What follows belongs to an exercise in optimizing a design on an open flow for a short achievable clock period and few clock cycles; a production flow would make more cautious choices.
Only simulation tests tie the RTL to the original design; equivalence was not proved.
Power and IR drop assume default switching activity.

==> flow/design.v, too long to show whole: its modules and the start of the top module <==
// module intc_timer: 989 lines
module intc_timer (
    input  wire        clk,
    input  wire        rst,
    input  wire        cmd_valid,
    output reg         cmd_ready,
    input  wire [2:0]  cmd_op,
    input  wire [23:0] cmd_arg,
    input  wire [7:0]  cmd_data,
    output reg         rsp_valid,
    output reg  [7:0]  rsp_data,
    output wire [2:0]  pend,
    output reg  [1:0]  irq_line,
    output reg  [15:0] irq_vector
);
  // ...
==> flow/run.sh <==
#!/bin/bash
# synth_recipe.tcl (not shown) runs the flow's synth.tcl, then flattens the netlist and writes it again
# the make line also repeats each setting of config.mk as NAME=value (left out here)
make -C /OpenROAD-flow-scripts/flow DESIGN_CONFIG=/design/flow/config.mk WORK_HOME=/design/flow/orfs CLKGATE_MAP_FILE= SYNTH_SCRIPT=/design/flow/synth_recipe.tcl finish
==> flow/config.mk <==
export PLATFORM = sky130hd
export DESIGN_NAME = intc_timer
export DESIGN_NICKNAME = intc_timer
export VERILOG_FILES = /design/flow/design.v
export SDC_FILE = /design/flow/constraint.sdc
export NUM_CORES = 4
export LEC_CHECK = 0
export ABC_CLOCK_PERIOD_IN_PS = 2200
export CAP_MARGIN = 20
export CORE_MARGIN = 2
export CORE_UTILIZATION = 40
export SETUP_SLACK_MARGIN = 3.6
export SLEW_MARGIN = 20
export TNS_END_PERCENT = 100
==> flow/constraint.sdc <==
create_clock -name core_clock -period 6.0 [get_ports {clk}]
set_input_delay 1.2000 -clock core_clock [delete_from_list [all_inputs] [get_ports {clk}]]
set_output_delay 1.2000 -clock core_clock [all_outputs]
set_load 0.01 [all_outputs]
==> results.sh, run 1 <==
export IMPL_numCtsBuffers=74
export IMPL_grt_max_degree=59
export IMPL_buffers=247
export IMPL_drv_slew=0
export IMPL_crit_chain="inv_6 > ha_1 > o211ai_1 > a21oi_2 > o21ai_0 > nand2b_1 > xnor2_2 > o32ai_4 > o31ai_4 > o221ai_2"
export IMPL_period_minus_slack_ns=2.549
export IMPL_num_nets_final=3597
export IMPL_cts_resized_gates=398
export IMPL_insertion_delay_ns=0.64
export IMPL_start_util_pct=40.46
export IMPL_synthesis_instances=2972
export IMPL_hold_viol=0
export IMPL_io_pins=69
export IMPL_nClkBuffers=94
export IMPL_met3_length_mm=2.997
export IMPL_area_growth_pct=27.25
export IMPL_slowest_stage="dfxtp_4"
export IMPL_maxPowerGroup="combinational cells"
export IMPL_htree_levels=3
export IMPL_r2r_slack_ns=3.45
export IMPL_setup_tns_ns=0
export IMPL_final_area_sq_mm=0.03911
export IMPL_startpoint="dv_r[0]$_DFF_P_"
export IMPL_buffer_area_share_pct=5.625
export IMPL_worstMarginPinSlew_ns=0.9276
export IMPL_synthAdderAreaFrac_pct=13.28
export IMPL_layout_drive_gt1_share_pct=25.12
export IMPL_clkPwrFrac_pct=27.4
export IMPL_yosysSeqAreaShare_pct=48.99
export IMPL_cpLargestDelayFamily="compound AO/OA/AOI/OAI gates"
export IMPL_fin_ws_ns=3.451
export IMPL_yosysUniqueCellTypes=106
export IMPL_reg2regPathDepth=10
export IMPL_status="no timing/DRC/antenna violations"
export IMPL_multi_input_area_share_pct=42.53
export IMPL_total_power_w=0.01771
export IMPL_antenna_cells=0
export IMPL_whs_ns=0.3198
export IMPL_yosys_area_share_simple_pct=11.08
Testbench counts, summed over its fixed seeds: cycles 5,072.
==> run 2: changes to the inputs <==
--- a/flow/design.v
+++ b/flow/design.v
@@ -16,17 +16,17 @@
     localparam [2:0] OP_STEP     = 3'd1;
     localparam [2:0] OP_READ     = 3'd2;
     localparam [2:0] OP_WRITE    = 3'd3;
     localparam [2:0] OP_LINE     = 3'd4;
     localparam [2:0] OP_BOUNDARY = 3'd5;
     localparam [15:0] VEC_TIQ  = 16'hFFFA;
     localparam [15:0] VEC_IRQ1 = 16'hFFF8;
     localparam [15:0] VEC_IRQ2 = 16'hFFF6;
-    localparam [2:0] HOLD = 3'd6;      
+    localparam [2:0] HOLD = 3'd5;      
     function nvc;
         input [2:0]  op;
         input [2:0]  sel;
         input        d0;
         begin
             nvc = op == OP_STEP || op == OP_POWER ||
                   (op == OP_WRITE && sel == 3'd3 && d0) ||
                   (op == OP_READ && sel == 3'd4);
@@ -898,17 +898,17 @@
             sl_a    <= p7_a;
             sl_am   <= p7_am;
             sl_m    <= x_m;
             sl_m3   <= x_m3;
             sl_b    <= bw;
             sl_hinz <= x_hinz;
         end
         if (!dv_busy) begin
-            dv_r  <= sl2_res;
+            dv_r  <= sl_res;
             dv_s1 <= {1'b0, sl_m, 6'b0};
             dv_s2 <= {sl_m, 7'b0};
             dv_s3 <= {sl_m3, 6'b0};
         end else begin
             dv_r  <= dv_n;
             dv_s1 <= dv_s1 >> 2;
             dv_s2 <= dv_s2 >> 2;
             dv_s3 <= dv_s3 >> 2;
@@ -926,24 +926,22 @@
             dv_busy   <= 1'b0;
             dv_cnt    <= 2'd0;
             rsp_valid <= 1'b0;
         end else begin
             rsp_valid <= go;
             pend_r    <= pend_n;
             sl_go     <= go && x_step && x_flag;
             sl2_go    <= sl_go;
-            if (sl2_go) begin
-                if (!sl2_div)
-                    tvalue <= sl2_res;
-                else begin
-                    dv_busy <= 1'b1;
-                    dv_cnt  <= 2'd0;
-                end
+            if (sl_go && sl_exp && !sz_n) begin
+                dv_busy <= 1'b1;
+                dv_cnt  <= 2'd0;
             end
+            if (sl2_go && !sl2_div)
+                tvalue <= sl2_res;
             if (dv_busy) begin
                 dv_cnt <= dv_cnt + 2'd1;
                 if (dv_cnt == 2'd3) begin
                     dv_busy <= 1'b0;
                     tvalue  <= dv_n;
                 end
             end
             if (go) begin
==> run 2 against run 1 <==
Synthesized area decreased by 0.87%; combinational power rose by 0.6%; via count grew 0.35%; synthesized cell count rose by 0.44%; core utilization is 1.1 points higher; critical path type unchanged; largest cell class unchanged.
==> results.sh, run 2 <==
export IMPL_status="no timing/DRC/antenna violations"
export IMPL_dp_hpwl_mm=47.68
export IMPL_area_growth_pct=30.67
export IMPL_setup_tns_ns=0
export IMPL_utilization_pct=52.59
export IMPL_synthesis_instances=2985
export IMPL_r2r_slack_ns=3.20
export IMPL_power_density_mw_per_mm2=446.7
export IMPL_start_util_pct=40.24
export IMPL_die_area_sq_mm=0.07838
export IMPL_clock_sinks=699
export IMPL_ys_dominant_reg_cell="dfxtp_1"
export IMPL_netlist_area_sq_mm=0.03046
export IMPL_cp_required_ns=6.52
export IMPL_critPathKind="reg -> reg"
export IMPL_path_common_cell="o31a_1"
export IMPL_antenna_left=0
export IMPL_r2r_start="sl_v[0]$_DFFE_PP_"
export IMPL_max_stage_delay_ns=0.41
export IMPL_reg2regPathDepth=12
export IMPL_crit_chain="inv_2 > ha_4 > nor2b_4 > o31a_1 > o41a_1 > o41a_4 > buf_4 > buf_6 > nand2_1 > o31a_1 > a21oi_2 > mux2_4"
export IMPL_crit_fanout=5
export IMPL_ir_worst_vdd_mv=0.2305
export IMPL_numPortBuffers=67
export IMPL_drtPass1Iterations=7
export IMPL_cpLargestDelayFamily="compound AO/OA/AOI/OAI gates"
export IMPL_seq_area_sq_mm=0.01520
export IMPL_yosysTopAreaCell="dfxtp_1"
export IMPL_synth_common_cells="dfxtp_1 (593), ha_1 (324), inv_1 (271)"
export IMPL_worstSetupEndpointType="flop"
export IMPL_core_sq_mm=0.07570
export IMPL_clk_pin_slew_ns=0.06
export IMPL_gp_congestion=0.8677
export IMPL_yosysMostFrequentCell="dfxtp_1"
export IMPL_cts_tree="yes"
export IMPL_synth_area_leaders="dfxtp_1 (39%), ha_1 (13%), edfxtp_1 (10%)"
export IMPL_slew_headroom_pct=34.20
export IMPL_dpl_cell_area_sq_mm=0.03243
export IMPL_hold_viol=0
export IMPL_critPathBufInv=3
export IMPL_layout_drive_gt1_share_pct=27.19
export IMPL_fillers=6496
export IMPL_grt_pass1_vias=21180
export IMPL_drt_initial_drc_count=1220
export IMPL_drv_slew=0
export IMPL_reg2reg_to="dv_r[3]$_DFF_P_"
export IMPL_synth_edf_count=106
export IMPL_rsz0062_at_grt="true"
export IMPL_cap_violations=0
export IMPL_p_leak_nw=16.07
export IMPL_grt_max_degree=55
export IMPL_die_w_um=280.0
export IMPL_fin_skew_ns=0.03596
export IMPL_num_vias=22090
export IMPL_routed_wl_mm=71.60
export IMPL_worstPathArrival_ns=3.31
export IMPL_synth_seq_cells=699
export IMPL_wire_per_inst_um=16.47
export IMPL_yosysSeqAreaShare_pct=49.42
export IMPL_die_y_um=280.0
export IMPL_worstMarginPinSlew_ns=0.9794
export IMPL_antenna_cells=0
export IMPL_hp_start="p3_pkt[7]$_DFF_P_"
export IMPL_synthArstFlopShare_pct=0
export IMPL_period_share_pct=46.60
export IMPL_io_pins=69
export IMPL_detail_route_vias_per_cell=5.081
export IMPL_mostFrequentLayoutCells="dfxtp_1 (520), ha_1 (239), inv_1 (233)"
export IMPL_overflow=0
export IMPL_hold_path_end="p4_pkt[7]$_DFF_P_"
export IMPL_grt_pass1_wl_mm=109.5
export IMPL_cts_root_buffer="clkbuf_16"
export IMPL_finalSetupViolations=0
export IMPL_multiInputGateArea_sq_mm=0.01675
export IMPL_worstHoldPathType="reg -> reg"
export IMPL_period_minus_slack_ns=2.796
export IMPL_slowest_stage="edfxtp_1"
export IMPL_numCtsBuffers=74
export IMPL_fmax_ghz=0.3577
export IMPL_syn_area_per_cell_sq_um=10.21
export IMPL_grtUsageTotal_pct=17.25
export IMPL_insertion_delay_ns=0.63
export IMPL_rows=101
export IMPL_route_detailed_drc=0
export IMPL_critPathLaunchType="flop"
export IMPL_num_nets_final=3672
export IMPL_yosysUniqueCellTypes=77
export IMPL_htree_levels=3
export IMPL_final_area_sq_mm=0.03981
export IMPL_yosys_warnings=1
export IMPL_whs_ns=0.3215
export IMPL_yosys_area_top_type_share_pct=38.97
export IMPL_hold_depth=0
export IMPL_grt_antenna_before_repair=0
export IMPL_layout_commonest_cell="dfxtp_1"
export IMPL_clk_path_buf_depth=3
[run 2: layout make-up]
cell class / instances / area share, %
Inverter: 272 / 2.643
Sequential cell: 699 / 38.18
Clock inverter: 44 / 1.590
Tap cell: 978 / 3.074
Multi-Input combinational cell: 1946 / 42.07
Timing Repair Buffer: 315 / 7.248
Clock buffer: 93 / 5.193
[run 2: how the worst max path moves through the flow]
stage	from	to	slack, ns	cells past startpoint
floorplan	cmd_data[3]	s0_m3[9]$_DFFE_PP_	3.14	9
detailed placement	cmd_data[2]	s0_m3[9]$_DFFE_PP_	2.35	10
CTS	sl_v[0]$_DFFE_PP_	dv_r[0]$_DFF_P_	3.04	10
global placement	cmd_data[2]	s0_m3[9]$_DFFE_PP_	2.36	10
global route	sl_v[0]$_DFFE_PP_	dv_r[0]$_DFF_P_	3.11	10
finish	sl_v[0]$_DFFE_PP_	dv_r[3]$_DFF_P_	3.20	12
[run 2: routing by layer]
layer / vias to the layer above / track usage (%) / wire length (um)
met4: 0 / 4.840 / 1372
met5: - / 0 / 0
met2: 413 / 29.54 / 34860
met3: 102 / 2.377 / 2699
met1: 10430 / 22.70 / 32660
li1: 11150 / - / -
[run 2: kinds of logic after synthesis]
kind of cell | Yosys count | synth area share (%)
AOI/OAI and AO/OA | 646 | 14.05
buffers and inverters | 351 | 4.522
and+or+nand+nor | 734 | 11.51
adders and majority gates | 326 | 13.44
other | 1 | 0.01231
xor gates and xnor gates | 140 | 4.025
muxes | 88 | 3.023
DFF | 699 | 49.42
[run 2: stage by stage]
stage,power [W],instances,setup WS [ns]
floorplan,0.009485,2991,3.138
global placement,0.01054,3972,2.357
detailed placement,0.01057,3972,2.352
CTS,0.01679,4241,3.038
global route,0.01880,4347,3.106
finish,0.01778,4347,3.204
[run 2: power by group]
group | leakage (nW) | switching, W | internal (W)
clock | 1.33 | 0.00196 | 0.00293
combinational | 8.74 | 0.00363 | 0.00360
sequential | 6.00 | 0.000425 | 0.00524
total | 16.1 | 0.00601 | 0.0118
[run 2: worst reg2reg max path, cell delays in order, from the launching register on]
cell and delay, ns:
edfxtp_1 0.41, inv_2 0.10, ha_4 0.21, nor2b_4 0.12, o31a_1 0.29, o41a_1 0.36
o41a_4 0.41, buf_4 0.15, buf_6 0.13, nand2_1 0.05, o31a_1 0.14, a21oi_2 0.06
mux2_4 0.26
[run 2: timing repair]
item                                    CTS  global route
gates cloned                              7             5
hold buffers                              0             0
setup buffers                           125           101
pin swaps                               122           185
endpoints found under the setup margin  158           138
gates resized for setup                 486           308
Testbench counts of run 2, summed over its fixed seeds: cycles 5,042.
==> run 3: changes to the inputs <==
--- a/flow/config.mk
+++ b/flow/config.mk
@@ -11,3 +11,3 @@
 export CORE_UTILIZATION = 40
-export SETUP_SLACK_MARGIN = 3.6
+export SETUP_SLACK_MARGIN = 4.0
 export SLEW_MARGIN = 20
==> run 3 against run 2 <==
Largest power group unchanged; largest cell class unchanged; still clean; sequential power increased by 0.7%; final area is 3.7% higher; wire length increased by 6.7%.
==> results.sh, run 3 <==
export IMPL_slowest_stage="o41a_1"
export IMPL_numCtsBuffers=75
export IMPL_synth_seq_cells=699
export IMPL_cap_violations=0
export IMPL_critPathLaunchType="flop"
export IMPL_dp_hpwl_mm=52.00
export IMPL_utilization_pct=54.53
export IMPL_die_area_sq_mm=0.07838
export IMPL_synthesis_instances=2985
export IMPL_yosys_area_top_type_share_pct=38.97
export IMPL_antenna_left=0
export IMPL_synth_edf_count=106
export IMPL_cts_tree="yes"
export IMPL_die_w_um=280.0
export IMPL_clk_path_buf_depth=3
export IMPL_yosys_warnings=1
export IMPL_place_ws_ns=2.326
export IMPL_die_y_um=280.0
export IMPL_synth_common_cells="dfxtp_1 (593), ha_1 (324), inv_1 (271)"
export IMPL_gp_congestion=0.8722
export IMPL_final_area_sq_mm=0.04128
export IMPL_ir_worst_vdd_mv=0.2261
export IMPL_yosysTopAreaCell="dfxtp_1"
export IMPL_grt_antenna_before_repair=0
export IMPL_layout_commonest_cell="dfxtp_1"
export IMPL_yosysSeqAreaShare_pct=49.42
export IMPL_synthArstFlopShare_pct=0
export IMPL_grt_max_degree=56
export IMPL_grt_busiest_layer="met2"
export IMPL_hold_viol=0
export IMPL_cp_required_ns=6.55
export IMPL_ys_dominant_reg_cell="dfxtp_1"
export IMPL_drtPass1Iterations=5
export IMPL_use_met1_pct=23.36
export IMPL_worstSetupEndpointType="flop"
export IMPL_critPathBufInv=1
export IMPL_start_util_pct=40.24
export IMPL_rsz0062_at_grt="true"
export IMPL_slew_headroom_pct=40.96
export IMPL_fin_ws_ns=3.072
export IMPL_area_growth_pct=35.50
export IMPL_crit_fanout=6
export IMPL_route_detailed_drc=0
export IMPL_wire_per_inst_um=17.43
export IMPL_cts_root_buffer="clkbuf_16"
export IMPL_drt_initial_drc_count=1100
export IMPL_numPortBuffers=67
export IMPL_core_sq_mm=0.07570
export IMPL_period_share_pct=48.81
export IMPL_p_leak_nw=16.56
export IMPL_grtUsageTotal_pct=19.05
export IMPL_layout_drive_gt1_share_pct=31.39
export IMPL_fmax_ghz=0.3415
export IMPL_mostFrequentLayoutCells="dfxtp_1 (504), inv_1 (231), ha_1 (230)"
export IMPL_crit_chain="inv_2 > ha_4 > nor2b_4 > o31a_1 > o41a_1 > o41a_4 > mux2_4 > mux2i_1 > xor2_1 > o21ba_1"
export IMPL_fin_skew_ns=0.04710
export IMPL_clock_sinks=699
export IMPL_worstMarginPinSlew_ns=0.8788
export IMPL_setup_tns_ns=0
export IMPL_netlist_area_sq_mm=0.03046
export IMPL_yosysMostFrequentCell="dfxtp_1"
export IMPL_dpl_cell_area_sq_mm=0.03357
export IMPL_antenna_cells=0
export IMPL_status="no timing/DRC/antenna violations"
export IMPL_detail_route_vias_per_cell=5.171
export IMPL_overflow=0
export IMPL_clk_pin_slew_ns=0.06
export IMPL_worstPathArrival_ns=3.48
export IMPL_htree_levels=3
export IMPL_rows=101
export IMPL_yosysUniqueCellTypes=77
export IMPL_cpLargestDelayFamily="compound AO/OA/AOI/OAI gates"
export IMPL_grt_pass1_wl_mm=121.2
export IMPL_use_met2_pct=34.49
export IMPL_drv_slew=0
export IMPL_insertion_delay_ns=0.64
export IMPL_max_stage_delay_ns=0.46
export IMPL_total_power_w=0.01850
export IMPL_syn_area_per_cell_sq_um=10.21
export IMPL_synth_area_leaders="dfxtp_1 (39%), ha_1 (13%), edfxtp_1 (10%)"
export IMPL_grt_pass1_vias=23380
export IMPL_worstHoldPathType="reg -> reg"
export IMPL_io_pins=69
export IMPL_finalSetupViolations=0
export IMPL_fillers=6284
export IMPL_critPathKind="reg -> reg"
export IMPL_met3_usage_pct=2.619
export IMPL_routed_wl_mm=76.43
export IMPL_period_minus_slack_ns=2.928
export IMPL_power_density_mw_per_mm2=448.3
export IMPL_num_nets_final=3713
export IMPL_num_vias=22670
[run 3: cell counts after synthesis]
Identical to the previous run, type by type.
[run 3: logic make-up after synthesis]
kind of cell	count (synthesis)	synth area share [%]
simple gates	734	11.51
xor+xnor	140	4.025
flops	699	49.42
other cells	1	0.01231
fa+ha+maj	326	13.44
compound gates	646	14.05
mux	88	3.023
buf+inv	351	4.522
[run 3: what timing repair did]
| action | 4_1_cts | 5_1_grt |
|---|---|---|
| hold buffers | 0 | 0 |
| buffers inserted | 211 | 54 |
| gates cloned | 15 | 5 |
| setup endpoints to repair | 243 | 183 |
| pin swaps | 203 | 131 |
| gates resized for setup | 557 | 196 |
[run 3: metal layers]
layer / wire length, um / part of all wire [%]
met1: 33190 / 43
met2: 38390 / 50
met3: 2871 / 3.8
met4: 1978 / 2.6
met5: 0 / 0
[run 3: final timing paths]
| path | cells past startpoint | start | end | slack, ns |
|---|---|---|---|---|
| worst max-delay path | 10 | sl_v[0]$_DFFE_PP_ | dv_r[0]$_DFF_P_ | 3.07 |
| worst min-delay path | 0 | p6_pkt[0]$_DFF_P_ | p7_pkt[0]$_DFF_P_ | 0.31 |
| worst min register to register | 0 | p6_pkt[0]$_DFF_P_ | p7_pkt[0]$_DFF_P_ | 0.31 |
| worst max register to register | 10 | sl_v[0]$_DFFE_PP_ | dv_r[0]$_DFF_P_ | 3.07 |
[run 3: power breakdown]
group | switching [W] | total (W) | internal (W) | leakage, nW
sequential | 0.000462 | 0.00570 | 0.00524 | 6.01
combinational | 0.00391 | 0.00794 | 0.00404 | 9.24
clock | 0.00197 | 0.00486 | 0.00289 | 1.31
total | 0.00634 | 0.0185 | 0.0122 | 16.6
[run 3: final cells by class]
| type | count | area, sq um | share of cell area [%] |
|---|---|---|---|
| Multi-Input combinational cell | 1946 | 17520 | 42.45 |
| Timing Repair Buffer | 352 | 3490 | 8.454 |
| Timing Repair inverter | 3 | 22.52 | 0.05456 |
| Tap cell | 978 | 1224 | 2.964 |
| Inverter | 272 | 1077 | 2.610 |
| Clock inverter | 31 | 506.7 | 1.228 |
| Clock buffer | 103 | 2200 | 5.329 |
| Sequential cell | 699 | 15240 | 36.91 |
[run 3: per-stage QoR]
step | std cells | hold slack (ns)
after global routing | 4384 | 0.3120
after floorplan | 2991 | 0.3089
after detailed placement | 3965 | 0.3121
after CTS | 4325 | 0.3134
after global placement | 3965 | 0.3099
final | 4384 | 0.3111
==> run 4: changes to the inputs <==
--- a/flow/config.mk
+++ b/flow/config.mk
@@ -10,4 +10,4 @@
 export CORE_MARGIN = 2
-export CORE_UTILIZATION = 40
-export SETUP_SLACK_MARGIN = 4.0
+export CORE_UTILIZATION = 45
+export SETUP_SLACK_MARGIN = 3.2
 export SLEW_MARGIN = 20
==> run 4 against run 3 <==
Still clean on timing, DRC and antenna; final area decreased by 13%; count of clock-buffer cells in the layout fell by 9; core utilization down 1.3 points; hold slack better by 0.00061 ns; wire length decreased by 10%; non-clock buffer count fell by 228; combinational power decreased by 31%; largest power group is now sequential cells.
==> results.sh, run 4 <==
export IMPL_hold_depth=0
export IMPL_htree_levels=3
export IMPL_dp_cells=3871
export IMPL_drv_slew=0
export IMPL_yosys_area_top_type_share_pct=38.97
export IMPL_worstHoldPathType="reg -> reg"
export IMPL_synth_compound_area_share_pct=14.05
export IMPL_yosysTopAreaCell="dfxtp_1"
export IMPL_grtUsageTotal_pct=19.33
export IMPL_rsz0062_at_grt="true"
export IMPL_start_util_pct=45.44
export IMPL_ir_worst_vdd_mv=0.2764
export IMPL_yosysMostFrequentCell="dfxtp_1"
export IMPL_grt_max_degree=75
export IMPL_dpl_cell_area_sq_mm=0.03208
export IMPL_route_detailed_drc=0
export IMPL_yosysUniqueCellTypes=77
export IMPL_r2r_start="sl_v[0]$_DFFE_PP_"
export IMPL_yosysSeqAreaShare_pct=49.42
export IMPL_num_nets_final=3476
export IMPL_yosys_area_share_simple_pct=11.51
export IMPL_numPortBuffers=67
export IMPL_power_density_mw_per_mm2=444.1
export IMPL_die_w_um=264.2
export IMPL_synth_edf_count=106
export IMPL_antenna_cells=0
export IMPL_synth_seq_cells=699
export IMPL_fillers=5931
export IMPL_critPathLaunchType="flop"
export IMPL_cts_tree="yes"
export IMPL_synthesis_instances=2985
export IMPL_clk_path_buf_depth=3
export IMPL_slew_headroom_pct=25.03
export IMPL_gp_congestion=0.8845
export IMPL_whs_ns=0.3117
export IMPL_cap_violations=0
export IMPL_cp_required_ns=6.57
export IMPL_ys_dominant_reg_cell="dfxtp_1"
export IMPL_synth_top_family_by_area="compound AO/OA/AOI/OAI gates"
export IMPL_worstMarginPinSlew_ns=1.116
export IMPL_muxShareOfSynthArea_pct=3.023
export IMPL_grt_antenna_before_repair=0
export IMPL_grt_pass1_vias=21510
export IMPL_syn_area_per_cell_sq_um=10.21
export IMPL_overflow=0
export IMPL_layout_drive_gt1_share_pct=11.86
export IMPL_final_area_sq_mm=0.03572
export IMPL_period_share_pct=47.72
export IMPL_utilization_pct=53.28
export IMPL_dp_hpwl_mm=50.89
export IMPL_synth_area_leaders="dfxtp_1 (39%), ha_1 (13%), edfxtp_1 (10%)"
export IMPL_hold_path_end="p7_pkt[0]$_DFF_P_"
export IMPL_fin_skew_ns=0.04644
export IMPL_layout_commonest_cell="dfxtp_1"
export IMPL_worstSetupEndpointType="flop"
export IMPL_area_growth_pct=17.24
export IMPL_p_leak_nw=14.77
export IMPL_hold_viol=0
export IMPL_routed_wl_mm=68.65
export IMPL_final_cells=4044
export IMPL_fmax_ghz=0.3492
export IMPL_die_y_um=264.2
export IMPL_drtPass1Iterations=5
export IMPL_r2r_slack_ns=3.14
export IMPL_crit_fanout=6
export IMPL_detail_route_vias_per_cell=5.264
export IMPL_period_minus_slack_ns=2.863
export IMPL_yosys_warnings=1
export IMPL_synthXorXnorAreaFrac_pct=4.025
export IMPL_insertion_delay_ns=0.65
export IMPL_drt_initial_drc_count=1058
export IMPL_setup_tns_ns=0
export IMPL_netlist_area_sq_mm=0.03046
export IMPL_die_area_sq_mm=0.06979
export IMPL_critPathKind="reg -> reg"
export IMPL_wire_per_inst_um=16.97
export IMPL_clock_sinks=699
export IMPL_core_sq_mm=0.06704
export IMPL_seq_area_sq_mm=0.01508
export IMPL_rows=95
export IMPL_num_vias=21290
export IMPL_status="no timing/DRC/antenna violations"
export IMPL_numCtsBuffers=73
export IMPL_synthAdderAreaFrac_pct=13.44
export IMPL_cts_root_buffer="clkbuf_16"
export IMPL_antenna_left=0
export IMPL_reg2regPathDepth=10
export IMPL_synth_common_cells="dfxtp_1 (593), ha_1 (324), inv_1 (271)"
export IMPL_multiInputGateArea_sq_mm=0.01472
export IMPL_finalSetupViolations=0
export IMPL_reg2reg_to="dv_r[0]$_DFF_P_"
export IMPL_hp_start="p6_pkt[0]$_DFF_P_"
export IMPL_mostFrequentLayoutCells="dfxtp_1 (580), ha_1 (312), inv_1 (267)"
export IMPL_synthArstFlopShare_pct=0
export IMPL_worstPathArrival_ns=3.44
export IMPL_io_pins=69
export IMPL_grt_pass1_wl_mm=109.4
export IMPL_clk_pin_slew_ns=0.06
==> run 4: changes by cell type in the layout (fill, tap and decap cells not counted), moves of 42 or more <==
cell / before / now
buf_4: 188 / 48
ha_1: 230 / 312
ha_4: 87 / 6
buf_6: 83 / 6
dfxtp_1: 504 / 580
dfxtp_2: 61 / 10
a21oi_1: 117 / 163
o21ai_0: 48 / 90
==> run 4: metal layers <==
metal  up-vias  GRT usage (%)  part of all wire (%)
li1      10750              -                     -
met1     10030          24.23                    45
met2       391          33.83                    48
met3       117          3.011                   3.8
met4         0          6.511                   2.6
met5         -              0                     0
==> run 4: per-stage QoR <==
stage               setup WS (ns)  total power, W
CTS                         2.886         0.01567
detailed placement          2.232         0.01059
global route                3.039         0.01686
finish                      3.137         0.01586
floorplan                   2.984        0.009407
global placement            2.254         0.01047
==> run 4: worst max-delay path by stage <==
stage | endpoint | depth (start not counted) | from
after floorplan | s0_m3[8]$_DFFE_PP_ | 12 | cmd_data[0]
after global placement | s0_m3[8]$_DFFE_PP_ | 12 | cmd_data[0]
after CTS | dv_r[0]$_DFF_P_ | 10 | sl_v[0]$_DFFE_PP_
final | dv_r[0]$_DFF_P_ | 10 | sl_v[0]$_DFFE_PP_
after global routing | dv_r[0]$_DFF_P_ | 10 | sl_v[0]$_DFFE_PP_
after detailed placement | s0_m3[8]$_DFFE_PP_ | 12 | cmd_data[0]
==> run 4: final cells by class <==
type / instances / share of cell area, %
Tap cell: 873 / 3.058
Clock inverter: 40 / 1.587
Multi-Input combinational cell: 1942 / 41.22
Sequential cell: 699 / 42.22
Inverter: 272 / 2.883
Clock buffer: 94 / 5.857
Timing Repair Buffer: 124 / 3.177
==> run 4: timing repair <==
action	4_1_cts	5_1_grt
hold buffers	0	0
setup buffers	14	22
setup endpoints to repair	126	104
gates resized for setup	114	85
cloned	1	2
pin swaps	16	25
==> run 4: power by group <==
part           total [W]  internal, W  switching (W)
Sequential       0.00560      0.00522       0.000374
Combinational    0.00546      0.00250        0.00296
Clock            0.00480      0.00283        0.00197
Total             0.0159       0.0106        0.00531
==> run 4: critical path, stage by stage (launching register included) <==
cell	delay, ns
edfxtp_1	0.41
inv_2	0.10
ha_4	0.20
nor2b_4	0.12
o31a_1	0.30
o41a_1	0.38
o41a_4	0.44
mux2_4	0.32
mux2i_2	0.16
xor2_1	0.23
o21ba_1	0.14
==> run 4: logic make-up after synthesis <==
kind of cell / after synthesis
xor+xnor: 140
mux: 88
flops: 699
compound gates: 646
other cells: 1
fa+ha+maj: 326
buf+inv: 351
simple gates: 734

## what the ideal ports hide
The flow's constraints put no driver on any port. The routed layouts listed below were extracted and timed again, unchanged, in two steps.
Step 1 assumes that a clkbuf_16 drives the clock port and a buf_2 every other input.
Step 2 times the ports against the registers' clock, not the clock port: input delays grow and output delays shrink by t, the midpoint of the rising clock arrivals with the driver on.
Three values: no drivers, after step 1, after step 2; two values: the first two.
| run | shift t [ns] | setup slack, ns | clock arrival spread, ns |
|---|---|---|---|
| run 1 | 0.673 | 3.451 / 3.423 / 2.961 | 0.054 / 0.054 |
| run 2 | 0.674 | 3.204 / 3.204 / 2.830 | 0.040 / 0.041 |
| run 3 | 0.684 | 3.072 / 3.072 / 2.924 | 0.055 / 0.055 |
| run 4 | 0.697 | 3.137 / 3.137 / 2.677 | 0.046 / 0.047 |
After both steps setup and hold are still met in every run listed. For run 1, which loses most, drivers alone change the setup slack by -0.028 ns; drivers and shift together by -0.490 ns.
